What follows belongs to an exercise in optimizing a design on an open flow for small area; a production flow would make more cautious choices.
RTL that was checked went through simulation tests only; none was proved equivalent to the original.
No activity file was given, so power comes from the tool's default toggle rates. The flow treats the clock pin as an ideal source, which a real chip does not have.

Design wiegand_core, start of the top module:
module wiegand_core (
    input             clk,
    input             rst,
    input             tick_us,
    input             edge_d0,
    input             edge_d1,
    input             cfg_deadtime_en,
    input      [31:0] cfg_dead_time_us,
    input      [31:0] cfg_partial_timeout_us,
    input      [31:0] cfg_gap_us,
    input      [31:0] cfg_dup_window_us,
    input      [31:0] cfg_cadence_us,
    input             cfg_overflow_policy,
    output reg        tx_valid,
    output     [15:0] tx_id,
    output     [55:0] tx_msg,
    output     [2:0]  tx_len,
    output reg        ev_cap_ok,
    output reg        ev_cap_err,
    output reg        ev_q_ovf,
    output     [15:0] ev_push_id,
    output reg        ev_evict,
    output     [15:0] ev_evict_id
);
    localparam FRAME_BITS = 26;
    reg [4:0]  fcnt;
    reg [15:0] idsr;        
    reg [15:0] dup_id;      
    reg        pend;        
    reg [4:0]  head_p;      
    reg [4:0]  tail_p;      
    reg        full;        
    reg [15:0] ring [0:31];
    reg [31:0] r_bit, r_edge, r_dup, r_tx;
    reg        x_bit, x_edge, x_dup, x_tx;
    wire        q_empty = (head_p == tail_p) && !full;
    wire        attempt = x_tx || (r_tx == 32'd0);           
    wire        pop     = attempt && !q_empty;
    wire fcnt_partial = (fcnt != 5'd0) && (fcnt < FRAME_BITS);
    wire abandon  = fcnt_partial && x_bit;                   
    wire complete = (fcnt == FRAME_BITS) && x_bit;           
    wire in_window = !x_dup && (r_dup != 32'd0);
    wire suppress  = (dup_id == idsr) && in_window;
    wire forward   = complete && !suppress;
    wire       full_after_pop  = full && !pop;
    wire       push_ok     = forward && !full_after_pop;
    wire       push_evict  = forward && full_after_pop && !cfg_overflow_policy;
  ...
Size: about 2,100 cells after synthesis, roughly 700 flip-flops, roughly 280 I/O pins.
==> flow/config.mk <==
export PLATFORM = sky130hd
export DESIGN_NAME = wiegand_core
export DESIGN_NICKNAME = wiegand_core
export VERILOG_FILES = /design/flow/design.v
export SDC_FILE = /design/flow/constraint.sdc
export NUM_CORES = 4
export LEC_CHECK = 0
export CAP_MARGIN = 20
export CORE_MARGIN = 2
export CORE_UTILIZATION = 50
export SLEW_MARGIN = 20
export SYNTH_HIERARCHICAL = 1
==> flow/constraint.sdc <==
create_clock -name core_clock -period 20.0 [get_ports {clk}]
set_input_delay 4.0000 -clock core_clock [delete_from_list [all_inputs] [get_ports {clk}]]
set_output_delay 4.0000 -clock core_clock [all_outputs]
set_load 0.01 [all_outputs]
standard.sh (not shown) runs the stock make flow with config.mk's settings and CLKGATE_MAP_FILE= SYNTH_SCRIPT=/design/flow/synth_recipe.tcl, a recipe that flattens the netlist after the stock synthesis.
==> flow/flow/run.sh <==
#!/bin/bash
set -euo pipefail
bash standard.sh \
  "BUFFER_PORTS_ARGS=-buffer_cell sky130_fd_sc_hd__buf_1" \
  "CTS_ARGS=-sink_clustering_enable -repair_clock_nets -dont_use_dummy_load -buf_list sky130_fd_sc_hd__clkbuf_8 -sink_clustering_size 18 -sink_clustering_max_diameter 90" \
  finish > flow.log 2>&1
Next try:
==> flow/flow/run.sh (replaced) <==
#!/bin/bash
set -euo pipefail
bash standard.sh \
  "BUFFER_PORTS_ARGS=-buffer_cell sky130_fd_sc_hd__buf_1" \
  "CTS_ARGS=-sink_clustering_enable -repair_clock_nets -dont_use_dummy_load -buf_list sky130_fd_sc_hd__clkbuf_8 -sink_clustering_size 16 -sink_clustering_max_diameter 80" \
  finish > flow.log 2>&1
Total power is higher slightly.
Sequential share of layout area drops by 0.11 points.
Register-to-register slack gets better by 0.07 ns.
Routed wire length is about the same.
Flip-flop and latch count is unchanged.
Via count stays flat.
Setup slack gets better by 0.028 ns.
Global-route usage barely changes.
Area after synthesis does not change.
Next try:
- GPL_TIMING_DRIVEN: not set -> 0
- The changed run ran to the end with no violations
- power rises by 0.85%
- routed wire length grows by 0.59%
- cell count rose by 1.4%
- synthesized cell count does not change
- fmax is lower by 1.0%
- global-route usage increases by 0.19 points
- utilization climbs by 1.1 points
- clock power stays flat

========
wiegand_core, a different RTL version from the one above (not shown whole).
For scale: roughly 2100 cells after synthesis, roughly 280 I/O pins.
==> flow/config.mk <==
export PLATFORM = sky130hd
export DESIGN_NAME = wiegand_core
export DESIGN_NICKNAME = wiegand_core
export VERILOG_FILES = /design/flow/design.v
export SDC_FILE = /design/flow/constraint.sdc
export NUM_CORES = 4
export LEC_CHECK = 0
export CAP_MARGIN = 20
export CORE_MARGIN = 2
export CORE_UTILIZATION = 40
export SLEW_MARGIN = 20
export SYNTH_HIERARCHICAL = 1
==> flow/constraint.sdc <==
create_clock -name core_clock -period 20.0 [get_ports {clk}]
set_input_delay 4.0000 -clock core_clock [delete_from_list [all_inputs] [get_ports {clk}]]
set_output_delay 4.0000 -clock core_clock [all_outputs]
set_load 0.01 [all_outputs]
run.sh (not shown) runs the stock make flow with config.mk's settings and CLKGATE_MAP_FILE= SYNTH_SCRIPT=/design/flow/synth_recipe.tcl, a recipe that flattens the netlist after the stock synthesis.
Stock flow here: none of the scripts above is used.
The first run finished with timing, DRC and antenna clean.
Next try:
==> flow/flow/run.sh (new file) <==
#!/bin/bash
set -euo pipefail
bash standard.sh \
  "BUFFER_PORTS_ARGS=-buffer_cell sky130_fd_sc_hd__buf_1" \
  "CTS_ARGS=-sink_clustering_enable -repair_clock_nets -dont_use_dummy_load -buf_list sky130_fd_sc_hd__clkbuf_8 -sink_clustering_size 30" \
  finish > flow.log 2>&1
==> flow/standard.sh (new file) <==
#!/bin/bash
# synth_recipe.tcl (not shown) runs the flow's synth.tcl, then flattens the netlist and writes it again
# the make line also repeats each setting of config.mk as NAME=value (left out here)
make -C /OpenROAD-flow-scripts/flow DESIGN_CONFIG=/design/flow/config.mk WORK_HOME=/design/flow/orfs CLKGATE_MAP_FILE= SYNTH_SCRIPT=/design/flow/synth_recipe.tcl "${@:-finish}"
removed: flow/run.sh
The changed run ran to the end with no violations. Combinational power came out lower by about 10%. Sequential share of layout area increases by 4.2 points. Power decreases by 13%. Non-clock buffer count drops by 10. Final cell count drops by 0.96%. Setup slack is better by 0.41 ns.

========
wiegand_core, a different RTL version from the one above (not shown whole).
Size in the first run: roughly 2000 cells after synthesis, about 0.025 mm2 of cells after synthesis.
Design wiegand_core, start of the top module:
module wiegand_core (
    input             clk,
    input             rst,
    input             tick_us,
    input             edge_d0,
    input             edge_d1,
    input             cfg_deadtime_en,
    input      [31:0] cfg_dead_time_us,
    input      [31:0] cfg_partial_timeout_us,
    input      [31:0] cfg_gap_us,
    input      [31:0] cfg_dup_window_us,
    input      [31:0] cfg_cadence_us,
    input             cfg_overflow_policy,
    output reg        tx_valid,
    output     [15:0] tx_id,
    output     [55:0] tx_msg,
    output     [2:0]  tx_len,
    output reg        ev_cap_ok,
    output reg        ev_cap_err,
    output reg        ev_q_ovf,
    output     [15:0] ev_push_id,
    output reg        ev_evict,
    output     [15:0] ev_evict_id
);
clock: 20.0 ns
lec_check: 0
cap_margin: 20
core_margin: 2
core_utilization: 60
slew_margin: 20
synth_hierarchical: 1
standard.sh (not shown) runs the stock make flow with config.mk's settings and CLKGATE_MAP_FILE= SYNTH_SCRIPT=/design/flow/synth_recipe.tcl, a recipe that flattens the netlist after the stock synthesis.
==> flow/flow/run.sh <==
#!/bin/bash
set -euo pipefail
bash standard.sh \
  "BUFFER_PORTS_ARGS=-buffer_cell sky130_fd_sc_hd__buf_1" \
  "CTS_ARGS=-sink_clustering_enable -repair_clock_nets -dont_use_dummy_load -buf_list sky130_fd_sc_hd__clkbuf_16 -sink_clustering_size 32 -sink_clustering_max_diameter 120" \
  "RECOVER_POWER=100" \
  finish > flow.log 2>&1
The baseline finished but failed the layout checks on capacitance limit, slew limit.
Rerun with:
==> flow/flow/run.sh (replaced) <==
#!/bin/bash
set -euo pipefail
bash standard.sh \
  "BUFFER_PORTS_ARGS=-buffer_cell sky130_fd_sc_hd__buf_1" \
  "CTS_ARGS=-sink_clustering_enable -repair_clock_nets -dont_use_dummy_load -buf_list sky130_fd_sc_hd__clkbuf_8 -sink_clustering_size 20 -sink_clustering_max_diameter 100" \
  "RECOVER_POWER=100" \
  finish > flow.log 2>&1
--- a/flow/config.mk
+++ b/flow/config.mk
@@ -9,3 +9,3 @@
 export CORE_MARGIN = 2
-export CORE_UTILIZATION = 60
+export CORE_UTILIZATION = 40
 export SLEW_MARGIN = 20
Outcome:
- The new run ran to the end with violations: capacitance limit, slew limit
- hold slack gets worse by 0.019 ns
- total power is lower by 1.2%
- design area is higher by 0.92%
- global-route usage is lower by 7.7 points
- worst setup slack gets better by 0.088 ns
- clock power shrinks by 5.2%
- routed wire length goes up by 6.8%
- first-iteration DRC count is lower by 9.6%
No run of this note included a check of the RTL's function; only the layout flow was run.

========
== the previous run ==
Another version of the RTL of wiegand_core (not shown whole).
Size in the first run: ~2100 cells after synthesis, about 280 I/O pins.
export LEC_CHECK = 0
export CAP_MARGIN = 20
export CORE_MARGIN = 2
export CORE_UTILIZATION = 40
export SLEW_MARGIN = 20
export SYNTH_HIERARCHICAL = 1
create_clock -name core_clock -period 20.0 [get_ports {clk}]
==> flow/flow/run.sh <==
#!/bin/bash
set -euo pipefail
bash standard.sh \
  "BUFFER_PORTS_ARGS=-buffer_cell sky130_fd_sc_hd__buf_1" \
  "CTS_ARGS=-sink_clustering_enable -repair_clock_nets -dont_use_dummy_load -buf_list sky130_fd_sc_hd__clkbuf_8 -sink_clustering_size 16 -sink_clustering_max_diameter 80" \
  finish > flow.log 2>&1
### the previous run -> the current run
- CORE_UTILIZATION changed from 40 to 50
## What came out
- The current run: full flow OK, the timing, DRC and antenna checks passed
- The previous run -> the current run: logic depth of the worst path, buffers included delta 0, exact match
- Taking the previous run as the reference, in the current run die extent in y went down, setup slack of the critical path after layout went up, HPWL after detailed placement went down.

separate check: timing with driven ports:
The flow's constraints put no driver on any port. The routed layouts listed below were extracted and timed again, unchanged, in two steps.
Step 1, drivers: a clkbuf_16 drives clk and a buf_2 each remaining input, both assumed.
Step 2 adds t to the input delays and takes it off the output delays; t is the mean of the earliest and latest rising clock arrival at the registers after step 1. Input paths then give back, and output paths get back, about the clock's delay inside the block.
a / b / c = ideal ports / drivers / drivers and shift; a / b = the first two.
run	shift t [ns]	slack for setup (ns)	hold WS [ns]	worst register clock-pin slew, ns	worst slew at a driven data input, ns
the first run of note 1	0.704	4.848 / 4.790 / 5.494	0.290 / 0.290 / 0.290	0.12 / 0.12	0.07
the second run of note 1	0.705	4.876 / 4.823 / 5.527	0.293 / 0.293 / 0.293	0.10 / 0.10	0.07
the third run of note 1	0.694	4.723 / 4.668 / 5.361	0.273 / 0.273 / 0.273	0.10 / 0.10	0.07
the first run of note 2	0.657	7.622 / 7.562 / 7.263	0.343 / 0.343 / 0.343	0.06 / 0.06	0.07
the second run of note 2	0.724	8.028 / 7.977 / 7.692	0.296 / 0.296 / 0.296	0.07 / 0.07	0.06
the first run of note 3	0.641	3.249 / 3.190 / 3.831	0.339 / 0.339 / 0.339	0.12 / 0.12	0.06
the second run of note 3	0.681	3.337 / 3.285 / 3.966	0.320 / 0.320 / 0.320	0.12 / 0.12	0.07
the previous run	0.691	4.015 / 3.967 / 4.658	0.333 / 0.333 / 0.333	0.10 / 0.10	0.06
the current run	0.702	4.056 / 4.000 / 4.701	0.268 / 0.268 / 0.268	0.10 / 0.10	0.07
The setup slack of the first run of note 2, which loses most, moves by -0.060 ns with the drivers and by -0.359 ns with both steps.
